This is an optimization exercise on Yosys and OpenROAD, whose aim is small area, a short achievable clock period and few clock cycles, not a production implementation. The RTL was checked by simulation tests, not by an equivalence proof against the original design. Power and IR drop assume default switching activity.

==> flow/design.v <==
module bc_rx_engine (
    input  wire       clk,
    input  wire       rst,         
    input  wire       in_valid,
    output wire       in_ready,
    input  wire       in_kind,     
    input  wire [2:0] in_op,
    input  wire [7:0] in_data,
    output wire       out_valid,
    output wire [7:0] out_data,
    output wire       out_last,
    input  wire       out_ready
);
    localparam integer CAP = 97;
    localparam integer IW  = 7;             
    localparam integer QD  = 2;             
    localparam integer QW  = 1;             
    localparam [7:0] MARKER = 8'h7A;
    localparam [7:0] ESCAPE = 8'h7B;
    localparam [2:0] OP_QFLAGS  = 3'd0;
    localparam [2:0] OP_POPD    = 3'd1;
    localparam [2:0] OP_POPDT   = 3'd2;
    localparam [2:0] OP_POPF    = 3'd3;
    localparam [2:0] OP_CLRD    = 3'd4;
    localparam [2:0] OP_CLRF    = 3'd5;
    localparam [2:0] OP_CLRC    = 3'd6;
    localparam [2:0] OP_SETMODE = 3'd7;
    localparam [1:0] K_ONE = 2'd0;          
    localparam [1:0] K_DAT = 2'd1;          
    localparam [1:0] K_FMT = 2'd2;          
    localparam [1:0] E_HDR = 2'd0;
    localparam [1:0] E_LEN = 2'd1;
    localparam [1:0] E_STA = 2'd2;
    localparam [1:0] E_PAY = 2'd3;
    function [IW-1:0] ring_inc;
        input [IW-1:0] a;
        begin
            ring_inc = (a == CAP - 1) ? {IW{1'b0}} : a + 1'b1;
        end
    endfunction
    function [IW-1:0] ring_dec;
        input [IW-1:0] a;
        begin
            ring_dec = (a == 0) ? CAP - 1 : a - 1'b1;
        end
    endfunction
    function in_range;
        input [IW-1:0] x;
        input [IW-1:0] p;
        input [IW:0]   r;
        reg   [IW:0]   t;
        reg   [IW:0]   d;
        begin
            t = {1'b0, x} - {1'b0, p};
            d = t[IW] ? t + CAP : t;
            in_range = d < r;
        end
    endfunction
    reg [7:0]    ring [0:CAP-1];
    reg          w_v;
    reg [IW-1:0] w_slot;
    reg [7:0]    w_data;
    always @(posedge clk) begin
        if (w_v)
            ring[w_slot] <= w_data;
    end
    reg       a_v;
    reg       a_kind;
    reg [2:0] a_op;
    reg [7:0] a_d;
    reg       a_mk;             
    reg       a_esc;            
    reg       a_st;             
    reg       a_out;            
    reg          tx_mode;
    reg          haz;           
    wire         q_full;
    wire a_block = (a_st && !tx_mode && haz) || (a_out && q_full);
    wire go      = a_v && !a_block;
    assign in_ready = !a_v || !a_block;
    wire acc = in_valid && in_ready;
    always @(posedge clk) begin
        if (rst)
            a_v <= 1'b0;
        else
            a_v <= acc || (a_v && !go);
    end
    always @(posedge clk) begin
        if (acc) begin
            a_kind <= in_kind;
            a_op   <= in_op;
            a_d    <= in_data;
            a_mk   <= !in_kind && (in_data == MARKER);
            a_esc  <= !in_kind && (in_data == ESCAPE);
            a_st   <= !in_kind && (in_data != MARKER) && (in_data != ESCAPE);
            a_out  <= in_kind && !in_op[2];
        end
    end
    reg [IW-1:0] wrn;           
    reg [IW-1:0] start;
    reg [IW-1:0] cnt;           
    reg          lr_mk;         
    reg          lr_esc;        
    reg [IW-1:0] prev_start;
    reg [IW-1:0] prev_end;
    reg [IW-1:0] prev_n;        
    reg          prev_valid;
    reg [7:0]    prev_st;       
    reg [7:0]    last_st;       
    reg [1:0]    len_hi;        
    reg          len_hi_ok;     
    reg [IW-1:0] need;          
    reg          need_ok;       
    reg          fmt_rdy, dat_rdy, in_pkt, ovl, cmd_done;
    wire step   = go && !a_kind;
    wire opstep = go && a_kind;
    wire rx     = step && !tx_mode;
    wire store  = rx && a_st;
    wire [IW-1:0] cnt_base  = in_pkt ? cnt : {IW{1'b0}};
    wire [IW-1:0] cnt_inc   = (cnt_base == CAP + 1) ? cnt_base : cnt_base + 1'b1;
    wire [7:0]    st_byte   = lr_esc ? {1'b0, a_d[6:0]} : a_d;
    wire [IW-1:0] wrn_inc   = ring_inc(wrn);
    wire [7:0]    need8     = {1'b0, len_hi, st_byte[7:3]} + (st_byte[2:0] != 3'd0) + 8'd3;
    wire          mk1_accept = !ovl && (cnt >= 3) && !last_st[7] && need_ok && (need == cnt);
    wire          mk2_fmt    = !ovl && (cnt == 7'd33);
    wire [IW:0]   fit_sum    = {1'b0, prev_n} + {1'b0, cnt};
    wire          mk2_reval  = prev_valid && (fit_sum <= CAP - 3) && !prev_st[7];
    wire          busy_q     = tx_mode ? !cmd_done : in_pkt;
    wire [IW-1:0] pay_n      = (a_op == OP_POPDT && {1'b0, a_d} < {1'b0, prev_n}) ? a_d[IW-1:0] : prev_n;
    always @(posedge clk) begin
        if (rst) begin
            wrn        <= 0;
            start      <= 0;
            cnt        <= 0;
            lr_mk      <= 1'b0;
            lr_esc     <= 1'b0;
            prev_start <= 0;
            prev_end   <= 0;
            prev_n     <= 0;
            prev_valid <= 1'b0;
            fmt_rdy    <= 1'b0;
            dat_rdy    <= 1'b0;
            in_pkt     <= 1'b0;
            ovl        <= 1'b0;
            cmd_done   <= 1'b1;
            tx_mode    <= 1'b0;
        end else begin
            if (step) begin
                if (tx_mode) begin
                    if (a_mk)
                        cmd_done <= 1'b1;
                end else if (a_mk) begin
                    if (lr_mk) begin
                        if (mk2_fmt)
                            fmt_rdy <= 1'b1;
                        if (mk2_reval)
                            dat_rdy <= 1'b1;
                    end else if (mk1_accept) begin
                        dat_rdy    <= 1'b1;
                        prev_start <= start;
                        prev_end   <= ring_dec(wrn);
                        prev_n     <= cnt - 2'd3;
                        prev_valid <= 1'b1;
                    end
                    in_pkt <= 1'b0;
                end else begin
                    if (!in_pkt) begin
                        in_pkt  <= 1'b1;
                        dat_rdy <= 1'b0;
                        fmt_rdy <= 1'b0;
                        ovl     <= 1'b0;
                        start   <= wrn;
                    end
                    if (a_esc) begin
                        cnt <= cnt_base;
                    end else begin
                        wrn <= wrn_inc;
                        cnt <= cnt_inc;
                        if (cnt_inc > CAP)
                            ovl <= 1'b1;
                    end
                end
                lr_mk  <= a_mk;
                lr_esc <= a_esc;
            end
            if (opstep) begin
                case (a_op)
                    OP_POPD, OP_POPDT:
                        if (dat_rdy) begin
                            dat_rdy    <= 1'b0;
                            prev_valid <= 1'b0;
                        end
                    OP_POPF:    fmt_rdy  <= 1'b0;
                    OP_CLRD:    dat_rdy  <= 1'b0;
                    OP_CLRF:    fmt_rdy  <= 1'b0;
                    OP_CLRC:    cmd_done <= 1'b0;
                    OP_SETMODE: begin
                        tx_mode  <= a_d[0];
                        cmd_done <= 1'b1;
                    end
                    default: ;
                endcase
            end
        end
    end
    always @(posedge clk) begin
        if (rst)
            w_v <= 1'b0;
        else
            w_v <= store;
        w_slot <= wrn;
        w_data <= st_byte;
        if (store) begin
            last_st <= st_byte;
            if (wrn == prev_end)
                prev_st <= st_byte;
            if (cnt_base == 0) begin
                len_hi    <= st_byte[1:0];
                len_hi_ok <= (st_byte[7:2] == 6'd0);
            end
            if (cnt_base == 1) begin
                need    <= need8[IW-1:0];
                need_ok <= len_hi_ok && !need8[7];
            end
        end
        if (rx && a_mk && !lr_mk && mk1_accept)
            prev_st <= last_st;
    end
    reg [1:0]    n_kind;
    reg [7:0]    n_byte;
    reg [IW-1:0] n_ptr;
    reg [IW-1:0] n_cnt;         
    reg          n_blk;
    always @(*) begin
        n_kind = K_ONE;
        n_byte = 8'h00;
        n_ptr  = prev_start;
        n_cnt  = pay_n;
        n_blk  = 1'b0;
        case (a_op)
            OP_QFLAGS:
                n_byte = {1'b0, busy_q, tx_mode, cmd_done, ovl, in_pkt, dat_rdy, fmt_rdy};
            OP_POPD, OP_POPDT:
                if (dat_rdy) begin
                    n_kind = K_DAT;
                    n_byte = prev_st;
                    n_blk  = in_range(wrn, prev_start, {1'b0, prev_n} + 2'd2);
                end
            OP_POPF:
                if (fmt_rdy) begin
                    n_kind = K_FMT;
                    n_ptr  = start;
                    n_cnt  = 7'd33;
                end
            default: ;
        endcase
    end
    reg [1:0]    q_kind [0:QD-1];
    reg [7:0]    q_byte [0:QD-1];
    reg [IW-1:0] q_ptr  [0:QD-1];
    reg [IW-1:0] q_cnt  [0:QD-1];
    reg [QD-1:0] q_blk;
    reg [QD-1:0] q_val;
    reg [QW-1:0] q_wp, q_rp;
    reg          e_v;
    reg [1:0]    e_kind;
    reg [7:0]    e_byte;
    reg [IW-1:0] e_ptr;         
    reg [IW-1:0] e_cnt;         
    reg [1:0]    e_ph;
    reg          e_lc;          
    reg          e_blk;
    assign q_full = q_val[q_wp];
    reg       o_v, s_v;
    reg [7:0] o_d, s_d;
    reg       o_l, s_l;
    assign out_valid = o_v;
    assign out_data  = o_d;
    assign out_last  = o_l;
    wire pop  = o_v && out_ready;
    wire emit = e_v && !s_v;
    wire [7:0] rd_byte = ring[e_ptr];
    reg  [7:0] e_data;
    reg        e_last;
    reg        e_read;
    always @(*) begin
        e_read = 1'b0;
        case (e_ph)
            E_HDR: begin
                e_data = (e_kind == K_ONE) ? e_byte : 8'h01;
                e_last = (e_kind == K_ONE);
            end
            E_STA: begin
                e_data = e_byte;
                e_last = (e_cnt == 0);
            end
            E_LEN: begin
                e_data = rd_byte;
                e_last = 1'b0;
                e_read = 1'b1;
            end
            default: begin
                e_data = rd_byte;
                e_last = (e_cnt == 1);
                e_read = 1'b1;
            end
        endcase
    end
    wire e_rng = e_v && (e_kind != K_ONE) && ((e_ph == E_HDR) || (e_ph == E_LEN) || (e_cnt != 0));
    always @(posedge clk) begin
        if (rst) begin
            o_v <= 1'b0;
            s_v <= 1'b0;
        end else if (emit) begin
            if (!o_v || pop)
                o_v <= 1'b1;
            else
                s_v <= 1'b1;
        end else if (pop) begin
            o_v <= s_v;
            s_v <= 1'b0;
        end
    end
    always @(posedge clk) begin
        if (emit) begin
            if (!o_v || pop) begin
                o_d <= e_data;
                o_l <= e_last;
            end else begin
                s_d <= e_data;
                s_l <= e_last;
            end
        end else if (pop) begin
            o_d <= s_d;
            o_l <= s_l;
        end
    end
    wire push   = opstep && a_out;
    wire e_done = emit && e_last;
    wire e_load = !e_v || e_done;
    wire q_take = e_load && q_val[q_rp];
    reg [QD-1:0] q_blk_nx;
    integer qi;
    always @(*) begin
        for (qi = 0; qi < QD; qi = qi + 1)
            q_blk_nx[qi] = q_blk[qi] ||
                           (store && (q_kind[qi] != K_ONE) && (wrn_inc == q_ptr[qi]));
    end
    wire e_rd      = emit && e_read;
    wire e_blk_nx  = e_blk ? !(e_rd && (wrn == e_ptr))
                           : (store && !e_rd && e_rng && (wrn_inc == e_ptr));
    always @(posedge clk) begin
        if (rst) begin
            q_val <= {QD{1'b0}};
            q_wp  <= 0;
            q_rp  <= 0;
        end else begin
            if (push) begin
                q_val[q_wp] <= 1'b1;
                q_wp        <= (q_wp == QD - 1) ? 0 : q_wp + 1'b1;
            end
            if (q_take) begin
                q_val[q_rp] <= 1'b0;
                q_rp        <= (q_rp == QD - 1) ? 0 : q_rp + 1'b1;
            end
        end
    end
    always @(posedge clk) begin
        for (qi = 0; qi < QD; qi = qi + 1) begin
            if (push && q_wp == qi) begin
                q_kind[qi] <= n_kind;
                q_byte[qi] <= n_byte;
                q_ptr[qi]  <= n_ptr;
                q_cnt[qi]  <= n_cnt;
                q_blk[qi]  <= n_blk;
            end else begin
                q_blk[qi]  <= q_blk_nx[qi] && q_val[qi];
            end
        end
    end
    always @(posedge clk) begin
        if (rst) begin
            e_v   <= 1'b0;
            e_blk <= 1'b0;
        end else if (e_load) begin
            e_v   <= q_val[q_rp];
            e_blk <= q_val[q_rp] && q_blk_nx[q_rp];
        end else begin
            e_blk <= e_blk_nx;
        end
    end
    always @(posedge clk) begin
        if (rst)
            haz <= 1'b0;
        else
            haz <= |(q_blk_nx & q_val & ~({QD{q_take}} & (1 << q_rp))) ||
                   (push && n_blk) ||
                   (e_load ? (q_val[q_rp] && q_blk_nx[q_rp]) : e_blk_nx);
    end
    always @(posedge clk) begin
        if (e_load) begin
            e_kind <= q_kind[q_rp];
            e_byte <= q_byte[q_rp];
            e_ptr  <= q_ptr[q_rp];
            e_cnt  <= q_cnt[q_rp];
            e_ph   <= E_HDR;
            e_lc   <= 1'b0;
        end else if (emit) begin
            case (e_ph)
                E_HDR: e_ph <= (e_kind == K_DAT) ? E_LEN : E_PAY;
                E_LEN: begin
                    e_ptr <= ring_inc(e_ptr);
                    e_lc  <= 1'b1;
                    if (e_lc)
                        e_ph <= E_STA;
                end
                E_STA: e_ph <= E_PAY;
                E_PAY: begin
                    e_ptr <= ring_inc(e_ptr);
                    e_cnt <= e_cnt - 1'b1;
                end
            endcase
        end
    end
endmodule
==> flow/run.sh <==
#!/bin/bash
# synth_recipe.tcl (not shown) runs the flow's synth.tcl, then flattens the netlist and writes it again
# the make line also repeats each setting of config.mk as NAME=value (left out here)
make -C /OpenROAD-flow-scripts/flow DESIGN_CONFIG=/design/flow/config.mk WORK_HOME=/design/flow/orfs CLKGATE_MAP_FILE= SYNTH_SCRIPT=/design/flow/synth_recipe.tcl finish
==> flow/config.mk <==
export PLATFORM = sky130hd
export DESIGN_NAME = bc_rx_engine
export DESIGN_NICKNAME = bc_rx_engine
export VERILOG_FILES = /design/flow/design.v
export SDC_FILE = /design/flow/constraint.sdc
export NUM_CORES = 4
export LEC_CHECK = 0
export CAP_MARGIN = 20
export CORE_MARGIN = 2
export CORE_UTILIZATION = 40
export SLEW_MARGIN = 20
==> flow/constraint.sdc <==
create_clock -name core_clock -period 12.0 [get_ports {clk}]
set_input_delay 2.4000 -clock core_clock [delete_from_list [all_inputs] [get_ports {clk}]]
set_output_delay 2.4000 -clock core_clock [all_outputs]
set_load 0.01 [all_outputs]
==> results of run 1 <==
final cells by class:
type | count | area (um^2) | area share, %
timing repair buffer | 56 | 562 | 1.21
inverter | 46 | 173 | 0.372
sequential | 998 | 29100 | 62.8
clock buffer | 133 | 2780 | 6.00
multi-input combinational | 1254 | 11500 | 24.8
clock inverter | 54 | 513 | 1.11
tap | 1368 | 1710 | 3.69
Yosys cell counts (40+ instances only):
| master | number | area share, % |
|---|---|---|
| a21oi_1 | 92 | 1.1 |
| clkbuf_1 | 63 | 0.57 |
| dfxtp_1 | 89 | 4.3 |
| edfxtp_1 | 909 | 66 |
| ha_1 | 48 | 1.5 |
| inv_1 | 45 | 0.41 |
| mux4_2 | 221 | 12 |
| nand2_1 | 149 | 1.4 |
| nand3_1 | 40 | 0.49 |
| nor2_1 | 191 | 1.7 |
| nor3_1 | 50 | 0.61 |
| o21ai_0 | 43 | 0.52 |
| xnor2_1 | 53 | 1.1 |
cells in the final DEF, fill, tap and decap left out, types with 17 or more instances in the layout:
cell | synthesis | layout
nor3_1 | 50 | 44
dfxtp_1 | 89 | 76
xor2_1 | 34 | 34
mux4_2 | 221 | 221
mux2_2 | 32 | 32
nand2_1 | 149 | 149
buf_4 | 5 | 24
clkinv_1 | 1 | 23
nand2b_1 | 22 | 22
ha_1 | 48 | 48
mux2i_1 | 35 | 35
o22ai_1 | 20 | 20
clkbuf_16 | 0 | 103
o21ai_0 | 43 | 41
clkdlybuf4s50_1 | 0 | 25
clkbuf_1 | 63 | 21
a21oi_1 | 92 | 92
xnor2_1 | 53 | 53
nor2_1 | 191 | 187
nor2b_1 | 25 | 25
nand3_1 | 40 | 40
a211oi_1 | 17 | 17
edfxtp_1 | 909 | 909
inv_1 | 45 | 45
kinds of logic after synthesis:
family / synth area share (%)
AOI/OAI and AO/OA: 4.13
muxes: 13.8
DFF: 70.5
xor gates and xnor gates: 1.85
and+or+nand+nor: 6.34
adders and majority gates: 1.55
buffers and inverters: 1.85
routing by layer:
metal | track usage (%) | vias to the layer above | part of all wire, %
li1 | - | 9647 | -
met1 | 25.3 | 11400 | 42
met2 | 30.4 | 724 | 49
met3 | 2.81 | 197 | 5.6
met4 | 7.08 | 0 | 3.6
met5 | 0 | - | 0
flip-flops by register name, summed over array words and instances (netlist names), 8 cells and up, named ones only:
signal and cells:
a_d 8, ring 776, q_cnt 14, e_byte 8
o_d 8, last_st 8, w_data 8, q_byte 16
q_ptr 14, s_d 8, prev_st 8
power by group through the flow:
stage	registers [mW]	logic (mW)	clock network [mW]
finish	3.84	0.209	3.11
global route	3.84	0.225	3.30
CTS	3.85	0.198	3.16
detailed placement	3.93	0.198	0
global placement	3.92	0.195	0
floorplan	3.90	0.137	0
final timing paths:
kind,end,slack (ns)
max,in_ready,7.08
min,ring[66][3]$_DFFE_PP_,0.43
max reg2reg,o_d[1]$_DFFE_PP_,7.80
min reg2reg,ring[66][3]$_DFFE_PP_,0.43
through the flow:
stage | power [mW] | cells | utilization, % | cell area, um^2
final | 7.16 | 3909 | 45.4 | 46400
after global routing | 7.37 | 3909 | 45.4 | 46400
after CTS | 7.22 | 3906 | 45.3 | 46300
after detailed placement | 4.13 | 3719 | 42.1 | 43000
after global placement | 4.12 | 3719 | 42.1 | 43000
after floorplan | 4.04 | 2419 | - | 41300
worst reg2reg max path: cells and delay by family, from the launching register on:
| family | cells | cell delay, ns |
|---|---|---|
| AOI/OAI and AO/OA | 5 | 1.17 |
| muxes | 2 | 0.97 |
| DFF | 1 | 0.92 |
| buffers and inverters | 1 | 0.91 |
==> load_flow_metrics.sql, run 1 <==
INSERT INTO impl_metrics (metric_group, metric, value, unit) VALUES
('die', 'boundaryPins', '27', ''),
('worst_setup_path', 'setup.worst_path.class', 'flip-flop to primary output', ''),
('sta', 'final.setup.tns', '0', 'ns'),
('clocking', 'ctsLongestPathBuffers', '3', ''),
('global_routing', 'first_global_vias', '22600', ''),
('die', 'fp.dieH', '325', 'um'),
('pwr', 'internal_power', '5.66', 'mW'),
('sta', 'grt_setup_unrepaired', 'no', ''),
('yosys', 'postSynth.topFlopCell', 'edfxtp_1', ''),
('die', 'floorplan.initialDensity', '40.4', '%'),
('placed_design', 'hpwlAfterDp', '61200', 'um'),
('pwr', 'power.ir.vdd_worst', '0.116', 'mV'),
('die', 'dieArea', '106000', 'um^2'),
('sta', 'setup_viol', '0', ''),
('sta', 'period_share', '41.0', '%'),
('clocking', 'h_tree_lvl_count', '3', ''),
('pwr', 'clock_power_share', '43.4', '%'),
('final_layout', 'post_route_cells_drive_above_1_share', '18.3', '%'),
('worst_hold_path', 'timing.hold.worst.start', 'w_data[3]$_DFF_P_', ''),
('sta', 'maxSlewHeadroom', '24.4', '%'),
('sta', 'finalMaxSlewViolations', '0', ''),
('die', 'placementRows', '117', ''),
('clocking', 'tritoncts.num_buffers', '103', ''),
('worst_setup_path', 'arrival', '2.52', 'ns'),
('pwr', 'power_leakage', '14.7', 'nW'),
('worst_setup_path', 'worst-endpoint-required', '9.60', 'ns'),
('clocking', 'cts_hold_repair.buffers', '0', ''),
('yosys', 'synth_seq_cells', '998', ''),
('detailed_routing', 'num_vias', '22000', ''),
('global_routing', 'first_pass_grt_wire_length', '148000', 'um'),
('final_layout', 'antenna_cells', '0', ''),
('clocking', 'post_cts_resize_count', '0', ''),
('clocking', 'cts_sinks', '998', ''),
('sta', 'finalWorstSetupSlack', '7.08', 'ns'),
('run', 'max-cap-violations', '0', ''),
('placed_design', 'buffer_ports.inserted', '26', ''),
('yosys', 'postSynthNetCount', '2485', ''),
('yosys', 'synth.lib_cells_used.distinct', '74', ''),
('worst_setup_path', 'cpMaxStageDelayCell', 'clkdlybuf4s50_1', ''),
('run_status', 'outcome', 'complete, no violations', ''),
('detailed_routing', 'detailedRoute.firstIterationViolations', '2186', ''),
('yosys', 'yosys_warnings', '5', ''),
('clocking', 'cts_tree', 'yes', ''),
('pwr', 'p_sw', '1.51', 'mW'),
('worst_setup_path', 'worst-path-buf-inv', '2', ''),
('global_routing', 'grt_antenna_before_repair', '0', ''),
('detailed_routing', 'detail_route.vias_per_cell', '5.62', ''),
('global_routing', 'grt_use_total', '18.6', '%'),
('global_routing', 'grt_overflow', '0', ''),
('worst_setup_path', 'r2r_cells', '8', ''),
('sta', 'final.hold.worst_slack', '0.431', 'ns'),
('worst_setup_path', 'worst_path_dominant_cell_family', 'buffers and inverters', ''),
('pwr', 'power.density_cell_area', '155', 'nW/um^2'),
('final_layout', 'final_nets', '2525', ''),
('pwr', 'comb_power_share', '2.9', '%'),
('worst_setup_path', 'critPathMaxStageDelay', '0.55', 'ns'),
('yosys', 'count_of_flip_flops_with_a_built_in_enable_after_synthesis', '909', ''),
('sta', 'period_minus_slack', '4.92', 'ns'),
('sta', 'skew_final', '0.0416', 'ns'),
('placed_design', 'place_worst_setup_slack', '7.72', 'ns'),
('pwr', 'seq_power_share', '53.6', '%'),
('final_layout', 'area_growth', '12.3', '%'),
('clocking', 'clkTransAtPathRegs', '0.06', 'ns'),
('worst_setup_path', 'path_max_fanout', '9', ''),
('clocking', 'postCtsSetupRepairBufs', '0', ''),
('worst_setup_path', 'endpoint_kind', 'primary output', ''),
('pwr', 'power.switching_fraction', '21.0', '%'),
('worst_hold_path', 'whs_path_depth', '0', ''),
('global_routing', 'pin_count_of_the_biggest_net_entering_global_routing', '153', ''),
('sta', 'max_slew.worst_pin.slew', '1.13', 'ns'),
('clocking', 'clk-insertion-delay-late', '0.69', 'ns');
Testbench counts, summed over its fixed seeds: cycles 12,035.
==> run 2: changes to the inputs <==
--- a/flow/design.v
+++ b/flow/design.v
@@ -60,4 +60,4 @@
     reg          w_v;
-    reg [IW-1:0] w_slot;
-    reg [7:0]    w_data;
+    reg [IW-1:0] w_slot;        
+    reg [7:0]    w_data;        
     always @(posedge clk) begin
@@ -77,3 +77,3 @@
     wire         q_full;
-    wire a_block = (a_st && !tx_mode && haz) || (a_out && q_full);
+    wire a_block = (a_st && haz) || (a_out && q_full);
     wire go      = a_v && !a_block;
@@ -108,3 +108,2 @@
     reg [7:0]    prev_st;       
-    reg [7:0]    last_st;       
     reg [1:0]    len_hi;        
@@ -123,3 +122,3 @@
     wire [7:0]    need8     = {1'b0, len_hi, st_byte[7:3]} + (st_byte[2:0] != 3'd0) + 8'd3;
-    wire          mk1_accept = !ovl && (cnt >= 3) && !last_st[7] && need_ok && (need == cnt);
+    wire          mk1_accept = !ovl && (cnt >= 3) && !w_data[7] && need_ok && (need == cnt);
     wire          mk2_fmt    = !ovl && (cnt == 7'd33);
@@ -160,3 +159,3 @@
                         prev_start <= start;
-                        prev_end   <= ring_dec(wrn);
+                        prev_end   <= w_slot;
                         prev_n     <= cnt - 2'd3;
@@ -205,2 +204,6 @@
     end
+    reg pblk;
+    wire mk1_evt = rx && a_mk && !lr_mk && mk1_accept;
+    always @(posedge clk)
+        pblk <= !mk1_evt && in_range(wrn, prev_start, {1'b0, prev_n} + 2'd2);
     always @(posedge clk) begin
@@ -210,6 +213,5 @@
             w_v <= store;
-        w_slot <= wrn;
-        w_data <= st_byte;
         if (store) begin
-            last_st <= st_byte;
+            w_slot  <= wrn;
+            w_data  <= st_byte;
             if (wrn == prev_end)
@@ -225,4 +227,4 @@
         end
-        if (rx && a_mk && !lr_mk && mk1_accept)
-            prev_st <= last_st;
+        if (mk1_evt)
+            prev_st <= w_data;
     end
@@ -246,3 +248,3 @@
                     n_byte = prev_st;
-                    n_blk  = in_range(wrn, prev_start, {1'b0, prev_n} + 2'd2);
+                    n_blk  = pblk;
                 end
@@ -281,3 +283,9 @@
     wire emit = e_v && !s_v;
-    wire [7:0] rd_byte = ring[e_ptr];
+    reg  [7:0] rd_byte;
+    integer ri;
+    always @(*) begin
+        rd_byte = 8'h00;
+        for (ri = 0; ri < CAP; ri = ri + 1)
+            rd_byte = rd_byte | (ring[ri] & {8{e_ptr == ri}});
+    end
     reg  [7:0] e_data;
==> run 2 against run 1 <==
  * Still clean on timing, DRC and antenna
  * Clock power rose by 8.0%
  * Synthesized area fell by 1.6%
  * Register-to-register slack got worse by 1.3 ns
  * Wire length rose by 75%
  * Non-clock buffer count rose by 87
  * Die area fell by 1.6%
  * Worst hold slack improved by 0.023 ns
  * Maximum frequency fell by 10%
  * Critical endpoint is now o_d[1]$_DFFE_PP_
==> load_flow_metrics.sql, run 2 <==
INSERT INTO impl_metrics (metric_group, metric, value, unit) VALUES
('final_layout', 'reg_top3', 'ring x776, q_byte x16', ''),
('placed_design', 'place_worst_setup_slack', '7.06', 'ns'),
('clocking', 'cts_tree', 'yes', ''),
('clocking', 'h_tree_lvl_count', '3', ''),
('worst_setup_path', 'timing.critical_path.from_type', 'flip-flop', ''),
('placed_design', 'buffer_ports.inserted', '26', ''),
('global_routing', 'grt_antenna_before_repair', '6', ''),
('sta', 'maxSlewHeadroom', '17.3', '%'),
('die', 'boundaryPins', '27', ''),
('final_layout', 'area_growth', '14.5', '%'),
('yosys', 'synth_top_area_cell', 'edfxtp_1', ''),
('yosys', 'synthesized_instance_count', '2907', ''),
('global_routing', 'grt_overflow', '0', ''),
('worst_hold_path', 'hold_path_class', 'flip-flop to flip-flop', ''),
('yosys', 'syn_avg_cell_area', '14.0', 'um^2'),
('worst_setup_path', 'path_max_fanout', '33', ''),
('detailed_routing', 'route.detailed.drc', '0', ''),
('sta', 'finalMaxSlewViolations', '0', ''),
('yosys', 'synth_xor_area_share', '1.53', '%'),
('die', 'floorplan.initialDensity', '40.5', '%'),
('clocking', 'tritoncts.num_buffers', '105', ''),
('yosys', 'synth_largest_type_area_fraction', '67.8', '%'),
('clocking', 'root_buffer_master', 'clkbuf_16', ''),
('yosys', 'adder_and_majority_cell_fraction_of_the_synthesized_area', '1.64', '%'),
('yosys', 'synth.top_cells.by_count', '916 x edfxtp_1, 204 x nand3_1, 190 x nand2_1, 174 x nor2_1, 170 x a32oi_1', ''),
('worst_setup_path', 'worst-endpoint-required', '12.46', 'ns'),
('detailed_routing', 'met1_length', '62500', 'um'),
('worst_setup_path', 'arrival', '5.94', 'ns'),
('sta', 'period_share', '45.7', '%'),
('detailed_routing', 'detail_route.vias_per_cell', '6.67', ''),
('clocking', 'clkTransAtPathRegs', '0.06', 'ns'),
('yosys', 'ys_top_cells_by_area', 'edfxtp_1 68%, a32oi_1 3.7%, dfxtp_1 3.4%, nand3_1 2.5%, nand2_1 1.8%', ''),
('pwr', 'power.ir.vdd_worst', '0.105', 'mV'),
('detailed_routing', 'num_vias', '29300', ''),
('sta', 'final.setup.tns', '0', 'ns'),
('sta', 'setup_viol', '0', ''),
('clocking', 'cts_sinks', '984', ''),
('yosys', 'async_flop_share', '0', '%'),
('die', 'dieArea', '104000', 'um^2'),
('worst_setup_path', 'endpoint_kind', 'flip-flop', ''),
('yosys', 'synth_simple_gate_area_share', '12.1', '%'),
('detailed_routing', 'wl_per_cell', '39.3', 'um'),
('sta', 'finalWorstSetupSlack', '6.52', 'ns'),
('yosys', 'yosys.cell_count.top_type', 'edfxtp_1', ''),
('sta', 'grt_setup_unrepaired', 'no', ''),
('run', 'max-cap-violations', '0', ''),
('yosys', 'count_of_flip_flops_with_a_built_in_enable_after_synthesis', '916', ''),
('yosys', 'postSynth.topFlopCell', 'edfxtp_1', ''),
('detailed_routing', 'detail_route.first_pass.iterations', '9', ''),
('final_layout', 'layout.cells.most_common_list', '916 x edfxtp_1, 204 x nand3_1, 190 x nand2_1', ''),
('yosys', 'synth_seq_cells', '984', ''),
('pwr', 'power.density_cell_area', '156', 'nW/um^2'),
('die', 'placeable_core_region', '100000', 'um^2'),
('global_routing', 'first_pass_grt_wire_length', '232000', 'um'),
('yosys', 'yosys_warnings', '5', ''),
('pwr', 'power_leakage', '15.2', 'nW'),
('global_routing', 'pin_count_of_the_biggest_net_entering_global_routing', '77', ''),
('detailed_routing', 'wl_met2', '73200', 'um'),
('die', 'placementRows', '116', ''),
('detailed_routing', 'route.antenna.remaining_nets', '0', ''),
('sta', 'skew_final', '0.0389', 'ns'),
('final_layout', 'final_nets', '3014', ''),
('final_layout', 'largest_reg_flops', '776', ''),
('yosys', 'post_synth_instance_area', '40600', 'um^2'),
('run_status', 'outcome', 'complete, no violations', ''),
('global_routing', 'grt_use_total', '32.8', '%'),
('yosys', 'synth.lib_cells_used.distinct', '72', ''),
('clocking', 'postCtsSetupRepairBufs', '0', ''),
('yosys', 'postSynthNetCount', '2975', ''),
('detailed_routing', 'detailedRoute.firstIterationViolations', '5323', ''),
('sta', 'timing.final.hold_violations', '0', ''),
('die', 'die_w', '323', 'um'),
('die', 'fp.dieH', '323', 'um'),
('placed_design', 'hpwlAfterDp', '115000', 'um'),
('sta', 'period_minus_slack', '5.48', 'ns'),
('clocking', 'ctsLongestPathBuffers', '3', ''),
('global_routing', 'first_global_vias', '27600', ''),
('clocking', 'post_cts_resize_count', '0', ''),
('yosys', 'share_of_the_yosys_chip_area_belonging_to_registers', '71.1', '%'),
('clocking', 'cts_hold_repair.buffers', '0', ''),
('worst_setup_path', 'setup.worst_path.class', 'flip-flop to flip-flop', ''),
('detailed_routing', 'routed.top_layer', 'met5', ''),
('final_layout', 'top_register', 'ring', ''),
('final_layout', 'fin_area', '46500', 'um^2'),
('final_layout', 'layout.core_utilization', '46.4', '%'),
('final_layout', 'post_route_cells_drive_above_1_share', '12.0', '%'),
('placed_design', 'gp_congestion', '1.07', ''),
('final_layout', 'layout.cells.most_common', 'edfxtp_1', ''),
('yosys', 'synth_top_family_by_area', 'simple AND/OR/NAND/NOR gates', ''),
('yosys', 'synth.mux.area_fraction', '1.03', '%'),
('detailed_routing', 'total_wire_length_after_detailed_routing', '173000', 'um'),
('detailed_routing', 'detailroute.wirelength.met3', '23200', 'um'),
('yosys', 'synth_compound_area_share', '9.91', '%'),
('sta', 'clock.fmax', '0.183', 'GHz'),
('sta', 'max_slew.worst_pin.slew', '1.24', 'ns'),
('pwr', 'totalPowerFinal', '7.26', 'mW'),
('placed_design', 'post_dp_cell_area', '42900', 'um^2'),
('clocking', 'clk-insertion-delay-late', '0.72', 'ns');
-- run 2: cell types whose count changed after synthesis, sizes merged, moves of 53 or more --
cell,before,now
a32oi,4,170
nand4,16,72
and3,10,82
clkbuf,63,155
and2,5,58
nand3,40,204
mux4,221,0
a22oi,14,77
-- run 2: critical path, cell delays in order, from the launching register on --
cell and delay, ns:
edfxtp_1 0.78, and2_2 0.47, buf_4 0.27, buf_4 0.34, and2_1 0.40, a2111oi_0 0.49, nand3_1 0.30, nor4_1 1.04
nand3_1 0.48, a22o_1 0.35, mux2_2 0.27
-- run 2: area by class of cell --
| class | count | area, um^2 |
|---|---|---|
| repair buffers | 143 | 1150 |
| multi-input cells | 1663 | 11100 |
| clock buffers | 135 | 2790 |
| diodes | 6 | 15.0 |
| flip-flops and latches | 984 | 28900 |
| fillers | 8778 | 53800 |
| well taps | 1357 | 1700 |
| inverters | 49 | 184 |
| clock inverters | 59 | 704 |
-- run 2: cells by family after synthesis --
group,after synthesis
muxes,40
AOI/OAI and AO/OA,542
DFF,984
xor gates and xnor gates,71
and+or+nand+nor,958
adders and majority gates,52
buffers and inverters,260
-- run 2: worst paths after layout --
check / cells past startpoint / from / end / slack, ns
max reg2reg: 10 / e_ptr[3]$_DFFE_PP_ / o_d[1]$_DFFE_PP_ / 6.52
min: 2 / prev_start[1]$_SDFFE_PP0P_ / prev_start[1]$_SDFFE_PP0P_ / 0.45
min reg2reg: 2 / prev_start[1]$_SDFFE_PP0P_ / prev_start[1]$_SDFFE_PP0P_ / 0.45
max: 10 / e_ptr[3]$_DFFE_PP_ / o_d[1]$_DFFE_PP_ / 6.52
-- run 2: report_power, final --
| group | leakage, nW | internal, mW | switching [mW] |
|---|---|---|---|
| logic | 4.70 | 0.0390 | 0.123 |
| clock network | 1.69 | 1.98 | 1.38 |
| registers | 8.84 | 3.72 | 0.0179 |
| total | 15.2 | 5.74 | 1.52 |
-- run 2: routing by layer --
layer | vias to the layer above | track usage [%]
met4 | 6 | 21.6
met1 | 14800 | 41.8
met2 | 2440 | 47.9
met3 | 577 | 10.8
met5 | - | 0
li1 | 11500 | -
-- run 2: metrics by stage --
stage          cells  hold WS (ns)
2_1_floorplan   2907         0.432
3_3_place_gp    4191         0.442
3_5_place_dp    4195         0.447
4_1_cts         4389         0.456
5_1_grt         4390         0.474
6_report        4396         0.453
Testbench counts of run 2, summed over its fixed seeds: cycles 12,035.
==> run 3: changes to the inputs <==
--- a/flow/design.v
+++ b/flow/design.v
@@ -66,6 +66,6 @@
     end
-    reg       a_v;
-    reg       a_kind;
-    reg [2:0] a_op;
-    reg [7:0] a_d;
+    reg       a_v, b_v;
+    reg       a_kind, b_kind;
+    reg [2:0] a_op, b_op;
+    reg [7:0] a_d, b_d;
     reg       a_mk;             
@@ -77,21 +77,35 @@
     wire         q_full;
-    wire a_block = (a_st && haz) || (a_out && q_full);
+    wire a_block = (a_st && !tx_mode && haz) || (a_out && q_full);
     wire go      = a_v && !a_block;
-    assign in_ready = !a_v || !a_block;
-    wire acc = in_valid && in_ready;
+    wire a_free  = !a_v || go;
+    assign in_ready = !b_v;
+    wire acc = in_valid && !b_v;
     always @(posedge clk) begin
-        if (rst)
+        if (rst) begin
             a_v <= 1'b0;
-        else
-            a_v <= acc || (a_v && !go);
+            b_v <= 1'b0;
+        end else if (a_free) begin
+            a_v <= b_v || acc;
+            b_v <= 1'b0;
+        end else if (acc) begin
+            b_v <= 1'b1;
+        end
     end
+    wire       f_kind = b_v ? b_kind : in_kind;
+    wire [2:0] f_op   = b_v ? b_op   : in_op;
+    wire [7:0] f_d    = b_v ? b_d    : in_data;
     always @(posedge clk) begin
-        if (acc) begin
-            a_kind <= in_kind;
-            a_op   <= in_op;
-            a_d    <= in_data;
-            a_mk   <= !in_kind && (in_data == MARKER);
-            a_esc  <= !in_kind && (in_data == ESCAPE);
-            a_st   <= !in_kind && (in_data != MARKER) && (in_data != ESCAPE);
-            a_out  <= in_kind && !in_op[2];
+        if (!b_v) begin
+            b_kind <= in_kind;
+            b_op   <= in_op;
+            b_d    <= in_data;
+        end
+        if (a_free) begin
+            a_kind <= f_kind;
+            a_op   <= f_op;
+            a_d    <= f_d;
+            a_mk   <= !f_kind && (f_d == MARKER);
+            a_esc  <= !f_kind && (f_d == ESCAPE);
+            a_st   <= !f_kind && (f_d != MARKER) && (f_d != ESCAPE);
+            a_out  <= f_kind && !f_op[2];
         end
==> run 3 against run 2 <==
  * Still clean on timing, DRC and antenna
  * First-iteration DRC count fell by 3.7%
  * Maximum frequency rose by 15%
  * Via count is 0.92% higher
  * Setup slack improved by 0.71 ns
  * Final area up 1.4%
  * Register-to-register slack gained 0.71 ns
  * Critical endpoint is now o_d[3]$_DFFE_PP_
  * Largest power group unchanged
==> load_flow_metrics.sql, run 3 <==
INSERT INTO impl_metrics (metric_group, metric, value, unit) VALUES
('run_status', 'outcome', 'complete, no violations', ''),
('sta', 'finalWorstSetupSlack', '7.23', 'ns'),
('yosys', 'postSynth.topFlopCell', 'edfxtp_1', ''),
('clocking', 'ctsLongestPathBuffers', '3', ''),
('die', 'floorplan.initialDensity', '40.3', '%'),
('worst_setup_path', 'rrSetupSlack', '7.23', 'ns'),
('worst_setup_path', 'r2r_cells', '9', ''),
('worst_setup_path', 'timing.critical_path.from_type', 'flip-flop', ''),
('die', 'die_w', '327', 'um'),
('sta', 'period_share', '39.8', '%'),
('sta', 'period_minus_slack', '4.77', 'ns'),
('sta', 'grt_setup_unrepaired', 'no', ''),
('final_layout', 'largest_reg_flops', '776', ''),
('yosys', 'async_flop_share', '0', '%'),
('placed_design', 'place_worst_setup_slack', '7.38', 'ns'),
('final_layout', 'post_route_cells_drive_above_1_share', '11.6', '%'),
('sta', 'clock.fmax', '0.210', 'GHz'),
('worst_setup_path', 'worst_path_dominant_cell_family', 'simple AND/OR/NAND/NOR gates', ''),
('die', 'placementRows', '118', ''),
('yosys', 'synth_top_area_cell', 'edfxtp_1', ''),
('die', 'dieArea', '107000', 'um^2'),
('detailed_routing', 'route.antenna.remaining_nets', '0', ''),
('worst_setup_path', 'worst-path-buf-inv', '2', ''),
('clocking', 'post_cts_resize_count', '0', ''),
('pwr', 'power_leakage', '15.2', 'nW'),
('clocking', 'tritoncts.num_buffers', '103', ''),
('detailed_routing', 'wl_per_cell', '32.3', 'um'),
('detailed_routing', 'route.detailed.drc', '0', ''),
('global_routing', 'first_global_vias', '27600', ''),
('run', 'max-cap-violations', '0', ''),
('clocking', 'postCtsSetupRepairBufs', '0', ''),
('final_layout', 'area_growth', '13.1', '%'),
('yosys', 'count_of_flip_flops_with_a_built_in_enable_after_synthesis', '916', ''),
('clocking', 'cts_sinks', '997', ''),
('global_routing', 'grt_overflow', '0', ''),
('die', 'placeable_core_region', '103000', 'um^2'),
('clocking', 'clk-insertion-delay-late', '0.70', 'ns'),
('worst_hold_path', 'whs_path_depth', '2', ''),
('final_layout', 'reg_top3', 'ring x776, q_byte x16', ''),
('worst_setup_path', 'arrival', '5.18', 'ns'),
('pwr', 'power.density_cell_area', '151', 'nW/um^2'),
('die', 'fp.dieH', '327', 'um'),
('worst_setup_path', 'critical_path_cell_count', '9', ''),
('detailed_routing', 'detailedRoute.firstIterationViolations', '5125', ''),
('yosys', 'synthesized_instance_count', '3177', ''),
('worst_setup_path', 'critPathMaxStageDelay', '1.05', 'ns'),
('global_routing', 'grt_antenna_before_repair', '8', ''),
('worst_setup_path', 'endpoint_kind', 'flip-flop', ''),
('sta', 'maxSlewHeadroom', '12.0', '%'),
('sta', 'timing.final.hold_violations', '0', ''),
('worst_setup_path', 'worst-endpoint-required', '12.41', 'ns'),
('worst_setup_path', 'cpMaxStageDelayCell', 'edfxtp_1', ''),
('final_layout', 'layout.cells.most_common_list', '916 x edfxtp_1, 620 x nand3_1, 175 x nand4_1', ''),
('yosys', 'yosys_warnings', '5', ''),
('pwr', 'power.ir.vdd_worst', '0.170', 'mV'),
('yosys', 'share_of_the_yosys_chip_area_belonging_to_registers', '69.9', '%'),
('worst_setup_path', 'path_max_fanout', '47', ''),
('yosys', 'ys_top_cells_by_area', 'edfxtp_1 66%, nand3_1 7.4%, dfxtp_1 3.9%, nand4_1 2.6%, nor2_1 1.5%', ''),
('global_routing', 'grt_use_total', '27.6', '%'),
('global_routing', 'first_pass_grt_wire_length', '210000', 'um'),
('detailed_routing', 'total_wire_length_after_detailed_routing', '150000', 'um'),
('detailed_routing', 'num_vias', '29600', ''),
('placed_design', 'hpwlAfterDp', '91800', 'um'),
('clocking', 'cts_tree', 'yes', ''),
('final_layout', 'top_register', 'ring', ''),
('sta', 'final.setup.tns', '0', 'ns'),
('yosys', 'yosys.cell_count.top_type', 'edfxtp_1', ''),
('die', 'boundaryPins', '27', ''),
('sta', 'finalMaxSlewViolations', '0', ''),
('sta', 'max_slew.worst_pin.slew', '1.32', 'ns'),
('yosys', 'post_synth_instance_area', '41700', 'um^2'),
('clocking', 'root_buffer_master', 'clkbuf_16', ''),
('clocking', 'clkTransAtPathRegs', '0.06', 'ns'),
('yosys', 'synth.lib_cells_used.distinct', '75', ''),
('worst_setup_path', 'setup.worst_path.class', 'flip-flop to flip-flop', ''),
('clocking', 'h_tree_lvl_count', '3', ''),
('yosys', 'synth_seq_cells', '997', ''),
('clocking', 'cts_hold_repair.buffers', '0', ''),
('sta', 'setup_viol', '0', ''),
('yosys', 'postSynthNetCount', '3245', ''),
('placed_design', 'buffer_ports.inserted', '26', ''),
('yosys', 'synth_largest_type_area_fraction', '66.0', '%'),
('sta', 'skew_final', '0.0749', 'ns'),
('detailed_routing', 'detail_route.vias_per_cell', '6.37', ''),
('final_layout', 'final_nets', '3245', ''),
('placed_design', 'gp_congestion', '0.998', ''),
('detailed_routing', 'detail_route.first_pass.iterations', '8', ''),
('worst_setup_path', 'critical_path.cell_chain', 'and4b_2, buf_4, buf_4, nand3_1, nand4_1, nor4_1, nand4_1, o31ai_1, a31oi_1', ''),
('global_routing', 'pin_count_of_the_biggest_net_entering_global_routing', '91', ''),
('yosys', 'syn_avg_cell_area', '13.1', 'um^2'),
('final_layout', 'layout.cells.most_common', 'edfxtp_1', ''),
('yosys', 'synth.top_cells.by_count', '916 x edfxtp_1, 620 x nand3_1, 175 x nand4_1, 170 x nor2_1, 148 x nand2_1', ''),
('worst_hold_path', 'hold_path_class', 'flip-flop to flip-flop', '');
-- run 3: power breakdown --
part	switching, mW	internal, mW	total, mW
registers	0.0161	3.76	3.78
logic	0.0960	0.0346	0.131
clock network	1.38	1.82	3.20
-- run 3: cells by family after synthesis --
| kind of cell | Yosys count | share of synthesized area, % |
|---|---|---|
| AOI/OAI and AO/OA | 348 | 5.51 |
| xor gates and xnor gates | 75 | 1.58 |
| adders and majority gates | 53 | 1.62 |
| buffers and inverters | 289 | 2.93 |
| DFF | 997 | 69.9 |
| muxes | 61 | 1.59 |
| and+or+nand+nor | 1354 | 16.9 |
-- run 3: layout make-up --
| type | count | area [um^2] |
|---|---|---|
| antenna | 2 | 5.00 |
| clock buffer | 138 | 2810 |
| clock inverter | 52 | 539 |
| fill | 9105 | 56300 |
| inverter | 60 | 225 |
| multi-input combinational | 1891 | 11700 |
| sequential | 997 | 29100 |
| tap | 1380 | 1730 |
| timing repair buffer | 124 | 1040 |
-- run 3: path summary, 6_finish.rpt --
| path | endpoint | from |
|---|---|---|
| setup / recovery | o_d[3]$_DFFE_PP_ | e_ptr[6]$_DFFE_PP_ |
| hold / removal | prev_start[6]$_SDFFE_PP0P_ | prev_start[6]$_SDFFE_PP0P_ |
| setup reg to reg | o_d[3]$_DFFE_PP_ | e_ptr[6]$_DFFE_PP_ |
| hold reg to reg | prev_start[6]$_SDFFE_PP0P_ | prev_start[6]$_SDFFE_PP0P_ |
-- run 3: metrics by stage --
step / std cells / total power [mW] / hold slack (ns) / cell area (um^2) / util [%]
2_1_floorplan: 3177 / 3.92 / 0.432 / 41700 / -
3_3_place_gp: 4450 / 3.98 / 0.441 / 43700 / 42.2
3_5_place_dp: 4451 / 3.98 / 0.451 / 43800 / 42.3
4_1_cts: 4641 / 7.12 / 0.457 / 47100 / 45.5
5_1_grt: 4642 / 7.26 / 0.474 / 47200 / 45.6
6_report: 4644 / 7.12 / 0.454 / 47200 / 45.6
-- run 3: metal layers --
| metal | GRT usage (%) | wire [um] | vias to the layer above |
|---|---|---|---|
| met3 | 8.16 | 20100 | 447 |
| li1 | - | - | 12300 |
| met1 | 36.8 | 55500 | 14600 |
| met4 | 15.2 | 9430 | 6 |
| met2 | 40.2 | 64700 | 2241 |
| met5 | 0 | 39 | - |
-- run 3: worst reg2reg max path: cells and delay by family (launching register included) --
family	cells	cell delay (ns)
buffers and inverters	2	0.68
and+or+nand+nor	5	2.11
DFF	1	1.05
AOI/OAI and AO/OA	2	0.69
Testbench counts of run 3, summed over its fixed seeds: cycles 12,035.

static timing again, ports no longer ideal:
The flow's constraints put no driver on any port. The routed layouts listed below were extracted and timed again, unchanged, in two steps.
Step 1: set_driving_cell puts a clkbuf_16 on clk and a buf_2 on each other input, an assumption about the parent block.
Step 2 moves the port delays by t, midway between the first and last clock arrival at a register: inputs arrive t later, outputs are due t later. That takes back most of the time a late clock gives input paths.
Three values: ideal ports, drivers, drivers and shift; two values: the first two.
| run | t, ns | setup WS [ns] | pins driven straight from the clock port |
|---|---|---|---|
| run 1 | 0.730 | 7.077 / 7.013 / 7.744 | 1 |
| run 2 | 0.766 | 6.522 / 6.522 / 6.522 | 1 |
| run 3 | 0.742 | 7.229 / 7.229 / 7.229 | 1 |
After both steps every run listed still meets setup and hold.
